Source: an optimization exercise on an open RTL-to-GDS flow (aim: small area, a short achievable clock period and few clock cycles per item). Production flows keep margins and buffers that such runs may drop.
For this run, only the layout was checked, not whether the RTL still works.
Power and IR drop assume default switching activity.

## flow/run.sh

```bash
#!/bin/bash
# synth_recipe.tcl (not shown) runs the flow's synth.tcl, then flattens the netlist and writes it again
# the make line also repeats each setting of config.mk as NAME=value (left out here)
make -C /OpenROAD-flow-scripts/flow DESIGN_CONFIG=/design/flow/config.mk WORK_HOME=/design/flow/orfs CLKGATE_MAP_FILE= SYNTH_SCRIPT=/design/flow/synth_recipe.tcl finish
```

## flow/config.mk

```make
export PLATFORM = sky130hd
export DESIGN_NAME = picycle
export DESIGN_NICKNAME = picycle
export VERILOG_FILES = /design/flow/design.v
export SDC_FILE = /design/flow/constraint.sdc
export NUM_CORES = 4
export LEC_CHECK = 0
export CAP_MARGIN = 20
export CORE_MARGIN = 2
export CORE_UTILIZATION = 40
export SETUP_SLACK_MARGIN = 5
export SLEW_MARGIN = 20
```

## flow/constraint.sdc

```tcl
create_clock -name core_clock -period 12.0 [get_ports {clk}]
set_input_delay 2.4000 -clock core_clock [delete_from_list [all_inputs] [get_ports {clk}]]
set_output_delay 2.4000 -clock core_clock [all_outputs]
set_load 0.01 [all_outputs]
```

## flow/design.v

```verilog
module picycle (
    input  wire         clk,
    input  wire         rst,           
    input  wire [63:0]  cmd,
    input  wire         cmd_valid,
    output wire         cmd_ready,
    output wire [31:0]  pwm_pulse,
    output reg          pwm_write,
    output wire [191:0] led,
    output wire [31:0]  seq_pos,
    output wire         seq_valid,
    output wire         seq_done,
    output wire         seq_dir,
    output wire [31:0]  seq_cycles,
    output wire         status_ill
);
    localparam [21:0] PULSE_LOWER = 22'd500000;
    localparam [20:0] BLINK_U     = 21'd1000000;    
    localparam [21:0] BLINK_2U    = 22'd2000000;
    wire [7:0]  opc = cmd[63:56];
    wire [7:0]  fn  = cmd[55:48];
    wire [15:0] rsv = cmd[47:32];
    wire [31:0] imm = cmd[31:0];
    wire rsv_ok   = (rsv == 16'd0);
    wire fn_zero  = (fn == 8'd0);
    wire fn_hi0   = (fn[7:1] == 7'd0);
    wire imm_zero = (imm == 32'd0);
    wire is_nop     = rsv_ok && opc == 8'h00 && fn_zero && imm_zero;
    wire is_act_tgt = rsv_ok && opc == 8'h10 && fn_zero;
    wire is_act_adv = rsv_ok && opc == 8'h11 && fn_zero && imm_zero;
    wire is_seq_cfg = rsv_ok && opc == 8'h20 && fn[7:3] == 5'd0;
    wire is_seq_rst = rsv_ok && opc == 8'h21 && fn_hi0 && imm_zero;
    wire is_seq_adv = rsv_ok && opc == 8'h22 && fn_hi0 && imm_zero;
    wire is_dsp_col = rsv_ok && opc == 8'h30 && fn_zero;
    wire is_dsp_blk = rsv_ok && opc == 8'h31 && fn_hi0;
    wire is_dsp_rnd = rsv_ok && opc == 8'h32 && fn_zero;
    wire is_dsp_adv = rsv_ok && opc == 8'h33 && fn_zero;
    wire is_legal   = is_nop | is_act_tgt | is_act_adv | is_seq_cfg | is_seq_rst |
                      is_seq_adv | is_dsp_col | is_dsp_blk | is_dsp_rnd | is_dsp_adv;
    reg  busy;
    assign cmd_ready = ~busy;
    wire take = cmd_valid & ~busy;
    reg pend_act;           
    reg pend_seq;           
    reg pend_c;             
    reg ill;
    assign status_ill = ill;
    reg  [7:0]  ang;           
    reg         a2p_pend;      
    reg  [21:0] act_cur;
    reg  [21:0] act_a;         
    reg         act_sgn;       
    reg         a_raw;
    reg  [15:0] q_r;           
    reg         q_up, q_big, q_lt2k, q_none, q_ok;
    assign pwm_pulse = {10'd0, act_cur};
    function [7:0] clamp_ang;
        input [31:0] x;
        begin
            if (x[31] || x == 32'd0) clamp_ang = 8'd0;
            else if (x[30:8] != 23'd0 || x[7:0] >= 8'd180) clamp_ang = 8'd180;
            else clamp_ang = x[7:0];
        end
    endfunction
    wire [21:0] ang9   = ({14'd0, ang} * 22'd57) >> 9;
    wire [21:0] a_diff = PULSE_LOWER + {14'd0, ang} * 22'd11111 + ang9 - act_cur;
    wire [20:0] a_abs  = act_a[21] ? (21'd0 - act_a[20:0]) : act_a[20:0];
    wire [20:0] qa_in  = act_a[20:0];
    wire [26:0] q_prod = ({1'b0, qa_in, 5'd0}) - {6'd0, qa_in} - {8'd0, qa_in[20:2]}
                       - {11'd0, qa_in[20:5]} + {16'd0, qa_in[20:10]} + {18'd0, qa_in[20:12]}
                       + {21'd0, qa_in[20:15]} + 27'd2;
    wire        q_half = q_prod[9];
    wire        q_tie  = q_half && q_prod[8:3] == 6'd0;
    wire        adv_ready = q_ok & ~a2p_pend & ~a_raw;
    wire        do_adv    = adv_ready & ((take & is_act_adv) | pend_act);
    wire [21:0] adv_x     = q_big ? {6'd0, q_r} : 22'd2000;
    wire [21:0] cur_adv   = act_cur + (act_sgn ? ~adv_x : adv_x) + {21'd0, q_big ? (q_up ^ act_sgn) : act_sgn};
    wire [21:0] a_sub     = act_a + ~adv_x + {21'd0, q_big ? ~q_up : 1'b1};
    wire [10:0] a_flip    = 11'd2000 - act_a[10:0];
    wire        a_cross   = ~q_big & q_lt2k;
    reg  [31:0] cfg_l, cfg_u, cfg_t, cfg_n;
    reg  [31:0] sl, su, st, sn;
    reg  [34:0] rn;            
    reg  [34:0] gn;            
    reg  [32:0] qm;            
    reg  [31:0] rm;            
    reg         ssign;         
    reg  [5:0]  dcnt;
    reg  [2:0]  sph;
    reg         rcu, rcd;      
    localparam [2:0] P_DIFF = 3'd0, P_NEG = 3'd1, P_DIV = 3'd2, P_S1 = 3'd3,
                     P_S2 = 3'd4, P_S3 = 3'd5, P_READY = 3'd6;
    reg  [31:0] seq_out, cyc;
    reg         dir, done, valid, esc, cyc_last;
    assign seq_pos    = seq_out;
    assign seq_valid  = valid;
    assign seq_done   = done;
    assign seq_dir    = dir;
    assign seq_cycles = cyc;
    wire        s_neg  = dir ^ ssign;           
    wire        r_odd  = rn[0] ^ qm[0];         
    wire        rm_z   = (rm == 32'd0);
    wire [34:0] st2    = {2'b00, st, 1'b0};
    wire [32:0] qm_e   = (rcd & ~s_neg) | (rcu & s_neg) ? {qm[32:1], 1'b0} : qm;
    reg  [34:0] sx, sy;
    reg         sc;
    always @(*) begin
        sx = 35'd0; sy = 35'd0; sc = 1'b0;
        case (sph)
        P_DIFF: begin sx = {{3{su[31]}}, su}; sy = ~{{3{sl[31]}}, sl}; sc = 1'b1; end
        P_NEG:  begin sx = {{3{sl[31]}}, sl}; sy = ~{{3{su[31]}}, su}; sc = 1'b1; end
        P_DIV:  begin sx = {2'b00, rm, qm[32]}; sy = ~{3'b000, st}; sc = 1'b1; end
        P_S1:   begin sx = gn; sy = s_neg ? ~{2'b00, rm, 1'b0} : {2'b00, rm, 1'b0}; sc = s_neg; end
        P_S2:   begin sx = gn; sy = s_neg ? st2 : ~st2; sc = ~s_neg; end
        default: begin
            sx = rn;
            sy = s_neg ? ~{2'b00, qm_e} : {2'b00, qm_e};
            sc = s_neg ? (rcu | ~rcd) : rcu;
        end
        endcase
    end
    wire [34:0] ss = sx + sy + {34'd0, sc};
    wire        dv_skip = rm_z && (qm[32:25] == 8'd0) && (dcnt >= 6'd8);
    wire        ss_m1   = (ss == {35{1'b1}});
    wire        gn_m1   = (gn == {35{1'b1}});
    wire        gn_lo   = (gn == ~st2);
    wire        s2_up   = ~s_neg & (~gn[34] | (gn_m1 & r_odd));
    wire        s2_lo   = ~s_neg & rm_z & gn_lo & r_odd;
    wire        s2_dn   = s_neg & ss[34] & ~(ss_m1 & ~r_odd);
    wire        s2_hi   = s_neg & rm_z & gn_m1 & r_odd;
    wire        hit_u   = ~esc && rn == {{3{su[31]}}, su};
    wire        hit_l   = ~esc && rn == {{3{sl[31]}}, sl};
    wire        r_in    = (rn[34:31] == 4'b0000) || (rn[34:31] == 4'b1111);
    wire [31:0] cyc_inc = cyc + 32'd1;
    wire        seq_ready = (sph == P_READY);
    wire        do_seq  = seq_ready & ((take & is_seq_adv & ~done) | pend_seq);
    wire        seq_c   = pend_seq ? pend_c : fn[0];
    reg  [23:0] dsp_color;
    reg  [7:0]  dsp_value;
    reg         blk_en, blk_phase;
    reg  [20:0] dv;            
    reg         vfix;
    reg  [20:0] dfreq;         
    reg  [20:0] eg;            
    reg  [31:0] eimm;
    reg  [5:0]  ecnt;
    reg  [2:0]  eng;
    localparam [2:0] E_IDLE = 3'd0, E_BIT = 3'd1, E_A1 = 3'd2, E_A2 = 3'd3,
                     E_DBL = 3'd4, E_FRQ = 3'd5;
    wire shown = !blk_en || blk_phase;
    genvar gi;
    generate
        for (gi = 0; gi < 8; gi = gi + 1) begin : g_led
            assign led[24*gi +: 24] = (shown && dsp_value[gi]) ? dsp_color : 24'h000000;
        end
    endgenerate
    wire        f_small   = (dfreq <= 21'd66666);      
    wire        imm_small = (imm[31:4] == 28'd0);
    wire        dsp_fast  = f_small & imm_small & ~vfix & (eng == E_IDLE);
    wire [20:0] f1 = dfreq;
    wire [20:0] f2 = {dfreq[19:0], 1'b0};
    wire [20:0] f3 = f1 + f2;
    wire        e_big = (eg > BLINK_U);
    wire [20:0] e_x   = (eng == E_A1) ? (e_big ? BLINK_U : eg) : (eg - BLINK_U);
    reg  [20:0] pp0, pp1;
    always @(*) begin
        if (eng != E_IDLE) begin
            pp0 = e_x;
            pp1 = 21'd0;
        end else begin
            case (imm[1:0])
                2'd0: pp0 = 21'd0;
                2'd1: pp0 = f1;
                2'd2: pp0 = f2;
                default: pp0 = f3;
            endcase
            case (imm[3:2])
                2'd0: pp1 = 21'd0;
                2'd1: pp1 = {f1[18:0], 2'b00};
                2'd2: pp1 = {f2[18:0], 2'b00};
                default: pp1 = {f3[18:0], 2'b00};
            endcase
        end
    end
    wire [20:0] vdiff = dv - pp0 - pp1;
    wire        vneg  = vdiff[20];
    wire [20:0] v_fixed = dv + BLINK_U;
    wire [21:0] eg2   = {eg, 1'b0} + {21'd0, (eng == E_FRQ) ? eimm[0] : 1'b0};
    wire [21:0] eg2m  = eg2 - BLINK_2U;
    wire [20:0] eg_dbl = eg2m[21] ? eg2[20:0] : eg2m[20:0];
    wire imm_f_fast = (imm[31:21] == 11'd0) && (imm[20:0] < BLINK_2U[20:0]);
    function [31:0] rev32;
        input [31:0] x;
        integer i;
        begin
            for (i = 0; i < 32; i = i + 1) rev32[i] = x[31 - i];
        end
    endfunction
    always @(posedge clk) begin
        pwm_write <= 1'b0;
        if (rst) begin
            busy      <= 1'b0;
            pend_act  <= 1'b0;
            pend_seq  <= 1'b0;
            pend_c    <= 1'b0;
            ill       <= 1'b0;
            ang       <= 8'd0;
            a2p_pend  <= 1'b0;
            act_cur   <= PULSE_LOWER;
            act_a     <= 22'd0;
            act_sgn   <= 1'b0;
            a_raw     <= 1'b0;
            q_ok      <= 1'b0;
            cfg_l     <= 32'd0;
            cfg_u     <= 32'd0;
            cfg_t     <= 32'd1;
            cfg_n     <= 32'd0;
            sl        <= 32'd0;
            su        <= 32'd0;
            st        <= 32'd1;
            sn        <= 32'd0;
            rn        <= 35'd0;
            gn        <= ~35'd1;
            qm        <= 33'd0;
            rm        <= 32'd0;
            ssign     <= 1'b0;
            dcnt      <= 6'd0;
            sph       <= P_S1;
            seq_out   <= 32'd0;
            cyc       <= 32'd0;
            dir       <= 1'b0;
            done      <= 1'b1;
            valid     <= 1'b0;
            esc       <= 1'b0;
            dsp_color <= 24'd0;
            dsp_value <= 8'd0;
            blk_en    <= 1'b0;
            blk_phase <= 1'b1;
            dv        <= BLINK_U - 21'd1;
            vfix      <= 1'b0;
            dfreq     <= 21'd1000;
            eng       <= E_IDLE;
        end else begin
            a2p_pend <= 1'b0;
            a_raw    <= a2p_pend;
            if (a2p_pend) begin
                act_a <= a_diff;
            end else if (a_raw) begin
                act_a   <= {1'b0, a_abs};
                act_sgn <= act_a[21];
            end else if (do_adv && !q_none) begin
                act_a   <= a_cross ? {11'd0, a_flip} : a_sub;
                act_sgn <= act_sgn ^ a_cross;
            end
            q_r    <= q_prod[25:10];
            q_up   <= q_half & ~(q_tie & ~q_prod[10]);
            q_big  <= (qa_in >= 21'd66650);
            q_lt2k <= (qa_in < 21'd2000);
            q_none <= (qa_in <= 21'd16);
            q_ok   <= ~(a2p_pend | a_raw | do_adv);
            if (do_adv) begin
                pend_act <= 1'b0;
                if (!q_none) begin
                    act_cur   <= cur_adv;
                    pwm_write <= 1'b1;
                end
            end
            cyc_last <= (cyc_inc == sn);
            case (sph)
            P_DIFF: begin
                ssign <= ss[32];
                qm    <= {ss[31:0], 1'b0};
                sph   <= ss[32] ? P_NEG : P_DIV;
            end
            P_NEG: begin
                qm  <= {ss[31:0], 1'b0};
                sph <= P_DIV;
            end
            P_DIV: begin
                if (dv_skip) begin
                    qm   <= {qm[24:0], 8'd0};
                    dcnt <= dcnt - 6'd8;
                    if (dcnt == 6'd8) sph <= P_S1;
                end else begin
                    rm   <= ~ss[34] ? ss[31:0] : sx[31:0];
                    qm   <= {qm[31:0], ~ss[34]};
                    dcnt <= dcnt - 6'd1;
                    if (dcnt == 6'd1) sph <= P_S1;
                end
            end
            P_S1: begin
                gn  <= ss;
                sph <= P_S2;
            end
            P_S2: begin
                rcu <= s2_up | s2_hi;
                rcd <= s2_dn | s2_lo;
                if (s2_up || s2_dn) gn <= ss;
                else if (s2_lo) gn <= {35{1'b1}};
                else if (s2_hi) gn <= ~st2;
                sph <= P_S3;
            end
            P_S3: begin
                rn  <= ss;
                sph <= P_READY;
            end
            default: ;
            endcase
            if (do_seq) begin
                pend_seq <= 1'b0;
                seq_out  <= rn[31:0];
                valid    <= 1'b1;
                if (!r_in) esc <= 1'b1;
                if (hit_u || hit_l) dir <= ~dir;
                if (hit_l) begin
                    cyc <= cyc_inc;
                    if (cyc_last) done <= 1'b1;
                end
                if (seq_c) begin
                    ang      <= clamp_ang(rn[31:0]);
                    a2p_pend <= 1'b1;
                end
                sph <= P_S1;
            end
            vfix <= 1'b0;
            if (vfix) dv <= v_fixed;
            case (eng)
            E_BIT: begin
                if (!vfix) begin
                    if (eimm == 32'd0) eng <= E_IDLE;
                    else if (eimm[0]) eng <= E_A1;
                    else eng <= E_DBL;
                end
            end
            E_A1: begin
                if (!vfix) begin
                    dv   <= vdiff;
                    vfix <= vneg;
                    if (vneg) blk_phase <= ~blk_phase;
                    eng  <= e_big ? E_A2 : E_DBL;
                end
            end
            E_A2: begin
                if (!vfix) begin
                    dv   <= vdiff;
                    vfix <= vneg;
                    if (vneg) blk_phase <= ~blk_phase;
                    eng  <= E_DBL;
                end
            end
            E_DBL: begin
                eg   <= eg_dbl;
                eimm <= {1'b0, eimm[31:1]};
                eng  <= E_BIT;
            end
            E_FRQ: begin
                eg   <= eg_dbl;
                eimm <= {1'b0, eimm[31:1]};
                ecnt <= ecnt - 6'd1;
                if (ecnt == 6'd0) begin
                    dfreq <= eg;
                    eng   <= E_IDLE;
                end
            end
            default: ;
            endcase
            if (take) begin
                if (!is_legal) begin
                    ill <= 1'b1;
                end else if (is_act_tgt) begin
                    ang      <= clamp_ang(imm);
                    a2p_pend <= 1'b1;
                end else if (is_act_adv) begin
                    if (!adv_ready) pend_act <= 1'b1;
                end else if (is_seq_cfg) begin
                    case (fn[2:0])
                        3'd0: cfg_l <= imm;
                        3'd1: cfg_u <= imm;
                        3'd2: if (!imm_zero) cfg_t <= imm;
                        3'd3: cfg_n <= imm;
                        default: ;
                    endcase
                end else if (is_seq_rst) begin
                    sl      <= cfg_l;
                    su      <= cfg_u;
                    st      <= cfg_t;
                    sn      <= cfg_n;
                    rn      <= {{3{cfg_l[31]}}, cfg_l};
                    gn      <= ~{3'b000, cfg_t};
                    rm      <= 32'd0;
                    dcnt    <= 6'd33;
                    sph     <= P_DIFF;
                    seq_out <= cfg_l;
                    dir     <= 1'b0;
                    cyc     <= 32'd0;
                    done    <= 1'b0;
                    valid   <= 1'b1;
                    esc     <= 1'b0;
                    if (fn[0]) begin
                        ang      <= clamp_ang(cfg_l);
                        a2p_pend <= 1'b1;
                    end
                end else if (is_seq_adv) begin
                    if (done) valid <= 1'b0;
                    else if (!seq_ready) begin
                        pend_seq <= 1'b1;
                        pend_c   <= fn[0];
                    end
                end else if (is_dsp_col) begin
                    if (imm[31:24] == 8'd0) dsp_color <= imm[23:0];
                end else if (is_dsp_blk) begin
                    if (!fn[0]) begin
                        blk_en    <= 1'b0;
                        blk_phase <= 1'b1;
                        dv        <= BLINK_U - 21'd1;
                        vfix      <= 1'b0;
                    end else if (!imm_zero) begin
                        if (!blk_en) begin
                            blk_phase <= 1'b1;
                            dv        <= BLINK_U - 21'd1;
                            vfix      <= 1'b0;
                        end
                        blk_en <= 1'b1;
                        if (imm_f_fast) begin
                            dfreq <= imm[20:0];
                        end else begin
                            eimm <= rev32(imm);
                            eg   <= 21'd0;
                            ecnt <= 6'd32;
                            eng  <= E_FRQ;
                        end
                    end
                end else if (is_dsp_rnd) begin
                    if (!imm[31] && imm[30:8] == 23'd0) dsp_value <= imm[7:0];
                end else if (is_dsp_adv) begin
                    if (blk_en) begin
                        if (dsp_fast) begin
                            dv   <= vdiff;
                            vfix <= vneg;
                            if (vneg) blk_phase <= ~blk_phase;
                        end else begin
                            eimm <= imm;
                            eg   <= dfreq;
                            eng  <= E_BIT;
                        end
                    end
                end
            end
            busy <= 1'b0;
            if (take && is_legal) begin
                if (is_act_adv && !adv_ready) busy <= 1'b1;
                if (is_seq_adv && !done && !seq_ready) busy <= 1'b1;
                if (is_dsp_blk && fn[0] && !imm_zero && !imm_f_fast) busy <= 1'b1;
                if (is_dsp_adv && blk_en && !dsp_fast) busy <= 1'b1;
            end
            if (pend_act && !do_adv) busy <= 1'b1;
            if (pend_seq && !do_seq) busy <= 1'b1;
            if (eng == E_FRQ && ecnt != 6'd0) busy <= 1'b1;
            if (eng == E_A1 || eng == E_A2 || eng == E_DBL) busy <= 1'b1;
            if (eng == E_BIT && (vfix || eimm != 32'd0)) busy <= 1'b1;
        end
    end
endmodule
```

==> results.txt <==
-- per-layer routing --
layer  global-route usage  routed length (um)  up-vias
met5                    0                   0        -
met4                0.170               14600        0
met3               0.0647               18200      683
met2                0.495               97100     2496
met1                0.405               89600    25300
li1                     -                   -    24300
-- logic make-up (layout without fill, tap and decap cells) --
group,after synthesis,in the layout,share of synthesized area
AOI/OAI and AO/OA,1898,1899,0.228
xor gates and xnor gates,435,436,0.0727
adders and majority gates,457,457,0.130
buffers and inverters,849,987,0.0620
DFF,693,693,0.280
muxes,119,119,0.0232
other,1,15,0.0000715
and+or+nand+nor,2390,2390,0.204
-- stage by stage --
stage / hold WS (ns) / instance area, um2 / setup slack [ns] / utilization
final: 0.448 / 61100 / 5.14 / 0.470
after global placement: 0.438 / 57300 / 3.52 / 0.441
after CTS: 0.443 / 60600 / 5.01 / 0.467
after global routing: 0.466 / 61000 / 4.88 / 0.470
after detailed placement: 0.443 / 57300 / 3.57 / 0.441
after floorplan: 0.428 / 52500 / 5.07 / -
-- layout by cell type (no fill, tap or decap), types with 82 or more instances in the layout --
master / netlist / routed
clkdlybuf4s50_1: 0 / 345
mux2i_1: 99 / 98
dfxtp_1: 611 / 601
nor3_1: 103 / 95
and3_1: 233 / 231
edfxtp_1: 82 / 82
inv_1: 327 / 324
a21oi_1: 818 / 810
a221oi_1: 87 / 87
xor2_1: 121 / 116
xnor2_1: 314 / 309
fa_1: 146 / 145
a211oi_1: 117 / 116
nor2_1: 555 / 545
clkbuf_16: 0 / 92
ha_1: 311 / 310
nand2_1: 1102 / 1092
o21ai_0: 262 / 257
buf_4: 10 / 128
-- where the power goes --
| part | switching, mW | internal, mW | total, mW |
|---|---|---|---|
| Clock | 1.20 | 1.54 | 2.73 |
| Sequential | 0.333 | 2.53 | 2.86 |
| Combinational | 5.82 | 2.99 | 8.81 |
| Total | 7.35 | 7.05 | 14.4 |
-- what timing repair did --
| action | CTS | global route |
|---|---|---|
| pin swaps | 5 | 10 |
| hold buffers | 0 | 0 |
| setup endpoints to repair | 71 | 47 |
| buffers inserted | 11 | 12 |
| cloned | 3 | 2 |
| gates resized for setup | 68 | 75 |
-- layout make-up --
type                            count  area [um2]  area share
Antenna cell                        5        12.5    0.000205
Clock buffer                      117        2470      0.0405
Clock inverter                     41         463     0.00758
Inverter                          329        1260      0.0206
Multi-Input combinational cell   5311       35100       0.574
Sequential cell                   693       14700       0.241
Tap cell                         1742        2180      0.0357
Timing Repair Buffer              500        4880      0.0799
-- worst paths after layout --
kind | startpoint | to | slack, ns | cells after the start
min reg2reg | cfg_u[10] | su[10] | 0.45 | 2
min | cfg_u[10] | su[10] | 0.45 | 2
max reg2reg | sph[0] | gn[27] | 5.14 | 22
max | sph[0] | gn[27] | 5.14 | 22
-- worst register-to-register path: cells and delay by family (launching register included) --
| family | cells | cell delay (ns) |
|---|---|---|
| and+or+nand+nor | 3 | 0.97 |
| xor gates and xnor gates | 1 | 0.39 |
| adders and majority gates | 1 | 0.39 |
| AOI/OAI and AO/OA | 12 | 3.06 |
| DFF | 1 | 0.58 |
| buffers and inverters | 5 | 1.31 |
==> impl_metrics.toml <==
[status]
outcome = "complete, no violations"

[floorplan]
die_height_um = 366
core_um2 = 130000
initial_core_util = 0.404
num_rows = 132
pin_count = 361
die_area_um2 = 134000
die_x_um = 366

[finish]
area_growth_pct = 16.4
fin_nets = 7444
fillers = 12900
stdcell_count = 8738
drive_gt1_frac = 0.0634
top_regs = "gn (35), rn (35), qm (33)"

[timing]
hold_viol = 0
final_max_slew_viol_count = 0
grt_setup_unrepaired = "yes"
finalCritPeriodShare = 0.571
fmax_mhz = 146
fin_crit_ns = 6.86
maxSlewHeadroom = 0.224
tightest_slew_ns = 1.16
skew_ns = 0.0492
tns_ns = 0
finalSetupViolCount = 0

[setup_path]
worst_ep_required_time_ns = 12.54
path_buf_inv = 5
cpMostUsedCell = "buf_4"
arrival_ns = 7.40
crit_path_cell_trace = "clkinvlp_4 > buf_4 > o21ai_4 > buf_4 > a21oi_1 > o2bb2ai_1 > ha_1 > o21a_1 > o31a_1 > o41ai_4 > buf_4 > a31oi_1 > a21oi_1 > o21ai_0 > xor2_2 > nand3_1 > nor4_4 > a31oi_4 > or3_4 > buf_6 > a221oi_1 > o221ai_1"
slowest_delay_ns = 0.58
startpoint_type = "flop"
critPathSlowestCell = "dfxtp_4"
end_kind = "flop"
worstSetupPathType = "flop to flop"
path_delay_family = "compound AO/OA/AOI/OAI gates"
worstPathMaxFanout = 32

[clock_network]
tritoncts = "done"
h-tree-depth = 3
clkLatencyLatePin_ns = 0.74
cts_buffers = 85
path_clk_slew_ns = 0.06
clk_path_buf_depth = 3
cts.sinks = 693
clockRootBuffer = "clkbuf_16"

[yosys]
synth.most_common_cell = "nand2_1"
synthTopCellsByArea = "dfxtp_1 23%, nand2_1 7.9%, a21oi_1 7.8%, ha_1 7.4%, fa_1 5.6%"
ys_seq_elements = 693
syn_area_um2 = 52400
synth_edf_count = 82
synth_cell_type_count = 95
ys_top_cells_by_count = "1102 x nand2_1, 818 x a21oi_1, 611 x dfxtp_1, 555 x nor2_1, 446 x clkbuf_1"
synth-seq-area-share = 0.280
synth_area_leader_cell = "dfxtp_1"
synth_top_area_share = 0.233
synth-main-ff-cell = "dfxtp_1"
async_flop_share = 0
ys_warn_count = 1
postSynthAreaPerCell_um2 = 7.66
syn_inst = 6842

[flow_run]
cap_viol_max_count = 0

[placed_design]
dp_hpwl_um = 159000
place_congestion = 1.02
dp_cells = 8547
io_buffers = 350

[detailed_routing]
drc_errors = 0
routed_wl_um = 219000
via_per_inst = 6.05
dr.pass1.iters = 10
ant_nets = 0
routedWlPerCell_um = 25.1
drt_iter0_markers = 5958
vias = 52800

[pwr]
ir_drop_v = 0.000345
power_density_nw_per_um2 = 236
power.leakage_nw = 23.8
p_total_mw = 14.4

[grt]
grt_pass1_wl_um = 326000
grt_remaining_overflow = 0
grt_max_degree = 212
antenna_found_initial = 8
grt_use_total = 0.315
grt_pass1_vias = 49700

[min_path]
hold_path.class = "flop to flop"

==> separate check: timing with driven ports <==
The results above use ideal ports. As a check the final layout listed here was re-extracted and re-timed, cells and wires unchanged. Step 1 (the two cells are an assumption about what drives the block):
set clk [get_ports {clk}]
set_driving_cell -lib_cell sky130_fd_sc_hd__clkbuf_16 $clk
set_driving_cell -lib_cell sky130_fd_sc_hd__buf_2 [delete_from_list [all_inputs] $clk]
Step 2 times the ports against the registers' clock, not the clock port: input delays grow and output delays shrink by t, the midpoint of the rising clock arrivals with the driver on. Three values: ideal ports, drivers, drivers and shift; two values: the first two.
t, ns: 0.785
setup WS [ns]: 5.144 / 5.144 / 4.504
worst hold slack (ns): 0.448 / 0.448 / 0.448
worst setup path at the end: input to register
worst register clock-pin slew, ns: 0.07 / 0.07
After both steps setup and hold are still met in this run. The setup slack of this run moves by 0.000 ns with the drivers and by -0.640 ns with both steps.
